This design comes from an exercise in tuning for small area, a short achievable clock period and few clock cycles per item on the open sky130 flow, not from production work. No activity file was given, so power comes from the tool's default toggle rates.

lagoon:
==> flow/design.v <==
module wib_expander (
    input  wire        clk,
    input  wire        rst,         
    input  wire        in_valid,
    output wire        in_ready,
    input  wire [63:0] in_data,
    output wire        out_valid,
    input  wire        out_ready,
    output wire [63:0] out_data,
    output wire        out_last     
);
    reg  [4:0]  wcnt;       
    reg  [1:0]  ph;         
    reg         hdr;        
    reg  [15:0] x, y;       
    wire [15:0] c0 = in_data[15:0];
    wire [15:0] c1 = in_data[31:16];
    wire [15:0] c2 = in_data[47:32];
    wire [15:0] c3 = in_data[63:48];
    assign out_valid = in_valid & ~hdr;
    assign in_ready  = hdr | (out_ready & (ph != 2'd2));
    assign out_last  = (ph == 2'd3) & (wcnt == 5'd29);
    reg [15:0] s0, s1, s2;
    always @(*) begin
        case (ph)
            2'd0: begin s0 = c0; s1 = c1; s2 = c2; end
            2'd1: begin s0 = x;  s1 = c0; s2 = c1; end
            2'd2: begin s0 = y;  s1 = x;  s2 = c0; end
            default: begin s0 = c1; s1 = c2; s2 = c3; end
        endcase
    end
    wire [47:0] d = {s2, s1, s0};
    assign out_data = {4'h0, d[47:36], 4'h0, d[35:24], 4'h0, d[23:12], 4'h0, d[11:0]};
    wire in_fire  = in_valid & in_ready;
    wire out_fire = in_valid & ~hdr & out_ready;
    wire [4:0] wnext = (wcnt == 5'd29) ? 5'd0 : wcnt + 5'd1;
    always @(posedge clk) begin
        if (in_valid & out_ready) begin
            x <= c3;
            y <= c2;
        end
    end
    always @(posedge clk) begin
        if (rst) begin
            wcnt <= 5'd0;
            ph   <= 2'd0;
            hdr  <= 1'b1;
        end else begin
            if (in_fire) begin
                wcnt <= wnext;
                hdr  <= (wnext <= 5'd3) | (wnext == 5'd16) | (wnext == 5'd17);
            end
            if (out_fire)
                ph <= ph + 2'd1;
        end
    end
endmodule
Settings: LEC_CHECK=0, CAP_MARGIN=20, CORE_MARGIN=2, CORE_UTILIZATION=40, SETUP_SLACK_MARGIN=2.0, SLEW_MARGIN=20; clock period 4.0 ns.
run.sh (not shown) runs the stock make flow with config.mk's settings and CLKGATE_MAP_FILE= SYNTH_SCRIPT=/design/flow/synth_recipe.tcl, a recipe that flattens the netlist after the stock synthesis.
lagoon went all the way through synthesis, placement and routing and the layout is clean on timing, DRC and antenna.
#### Input delta (onyx over lagoon)
Settings: SETUP_SLACK_MARGIN changed from 2.0 to 1.4.
==> flow/flow/run.sh (new file) <==
#!/bin/bash
# Standard layout, with the port buffers that buffer_ports inserts made of
# sky130_fd_sc_hd__buf_2 instead of the cell it picks by default.
set -euo pipefail
export BUFFER_PORTS_ARGS="-buffer_cell sky130_fd_sc_hd__buf_2"
bash standard.sh > standard.log 2>&1
==> flow/standard.sh (new file) <==
#!/bin/bash
# synth_recipe.tcl (not shown) runs the flow's synth.tcl, then flattens the netlist and writes it again
# the make line also repeats each setting of config.mk as NAME=value (left out here)
make -C /OpenROAD-flow-scripts/flow DESIGN_CONFIG=/design/flow/config.mk WORK_HOME=/design/flow/orfs CLKGATE_MAP_FILE= SYNTH_SCRIPT=/design/flow/synth_recipe.tcl "${@:-finish}"
removed: flow/run.sh
==> comparison <==
- As of onyx, clock distribution power had fallen by more than 10% compared to lagoon.
- Wire length of the first global-routing pass improves in onyx relative to lagoon.
- As far as clock insertion delay at the later pin of the skew report is concerned, onyx and lagoon perform about the same.
- Taking lagoon as the reference, in onyx number of cells traversed by the worst register-to-register path went down by 6; final antenna diode count went down by 1; worst hold slack went up by 16 ps.
- Re signed area change from the synthesized netlist to the final layout: onyx is 24 points down on lagoon.
- lagoon has higher non-clock buffer count than onyx.
- Wire length ended up about 20% lower on onyx than on lagoon.
- onyx ends up with higher sequential share of layout area than lagoon does.
For zinc, these inputs were changed with respect to onyx:
Settings: clearing SETUP_SLACK_MARGIN, which used to be 1.4.
==> flow/run.sh (new file) <==
#!/bin/bash
# synth_recipe.tcl (not shown) runs the flow's synth.tcl, then flattens the netlist and writes it again
# the make line also repeats each setting of config.mk as NAME=value (left out here)
make -C /OpenROAD-flow-scripts/flow DESIGN_CONFIG=/design/flow/config.mk WORK_HOME=/design/flow/orfs CLKGATE_MAP_FILE= SYNTH_SCRIPT=/design/flow/synth_recipe.tcl finish
removed: flow/flow/run.sh
removed: flow/standard.sh
Looking at the reports, onyx completed the entire flow and the layout it produced met the timing, DRC and antenna checks. zinc finished end to end and its layout was clean on timing, DRC and antenna. Lower leakage dissipation was reported by zinc, not onyx. Final-layout setup total negative slack: onyx vs zinc identical. onyx was smaller in final cell area than zinc.
## Diff of input files: tundra against zinc
Settings: putting SETUP_SLACK_MARGIN at 1.6 where nothing was set.
==> run notes <==
Total power: tundra below zinc. Against zinc, violation count after the first detailed-routing iteration in tundra rose by more than 10%. zinc and tundra ended up with nearly the same later-pin clock latency in the skew report. Between zinc and tundra, register-to-register slack increased. tundra reports a higher met1 capacity usage during global routing than zinc does. [tundra] switching power share of the total rose 2.2 points relative to zinc.
Edits applied to the flow inputs when going from tundra to indigo:
Settings: SETUP_SLACK_MARGIN changed from 1.6 to 1.4.
## What came out
indigo: maximum fanout count along the critical path higher than tundra
When indigo is measured against tundra, its number of gates resized after cts turns out 14% lower.
Of the two values seen for launch point of the worst path, ph[0]$_SDFFE_PP0P_ was produced by indigo and in_data[14] by tundra.
tundra -> indigo: post-layout instance count excluding filler cells decreased by a few percent
Summary: worst setup slack, indigo better than tundra
Global-route usage over all layers: indigo vs tundra down 1.2 points
What pepper does differently from indigo at the input level:
Settings: SETUP_SLACK_MARGIN: 1.4 -> 1.8.
In summary, pepper completed successfully, with a layout that passed the timing, DRC and antenna checks. pepper reports a higher combined global-route utilization of all metal layers than indigo does. What pepper reported for final area has to be multiplied by 0.945 to get the figure for indigo. First-pass GRT wire length delta for pepper relative to indigo: 640 um higher. Share of the cycle needed by the critical path after routing was higher in pepper than in indigo. indigo and pepper ended up with roughly the same total clock network power. Delta (pepper minus indigo): total area of sequential cells went up about 0.55%; sequential share of layout area went down 1.3 points; layout overhead on the synthesized area went up 8.3 points; area of combinational cells with multiple inputs went up about 0.7%.
Function was not checked in any run of this note: the RTL went through the layout flow alone.

-- port drivers added, routing unchanged --
In the flow no input, the clock included, has a driving cell. The finished layouts below were timed again as built, in two steps.
Step 1: set_driving_cell puts a clkbuf_16 on clk and a buf_2 on each other input, an assumption about the parent block.
Step 2 times the ports against the registers' clock, not the clock port: input delays grow and output delays shrink by t, the midpoint of the rising clock arrivals with the driver on.
a / b / c = ideal ports / drivers / drivers and shift; a / b = the first two.
| run | shift t [ns] | setup slack, ns | slew at the worst register clock pin (ns) |
|---|---|---|---|
| lagoon | 0.327 | 1.367 / 1.338 / 1.417 | 0.09 / 0.09 |
| onyx | 0.314 | 1.355 / 1.325 / 1.503 | 0.08 / 0.08 |
| zinc | 0.323 | 0.596 / 0.565 / 0.832 | 0.08 / 0.08 |
| tundra | 0.331 | 1.312 / 1.280 / 1.291 | 0.09 / 0.09 |
| indigo | 0.329 | 1.440 / 1.408 / 1.421 | 0.08 / 0.08 |
| pepper | 0.330 | 1.342 / 1.310 / 1.418 | 0.08 / 0.08 |
After both steps setup and hold are still met in every run listed. The setup slack of tundra, which loses most, moves by -0.032 ns with the drivers and by -0.021 ns with both steps.
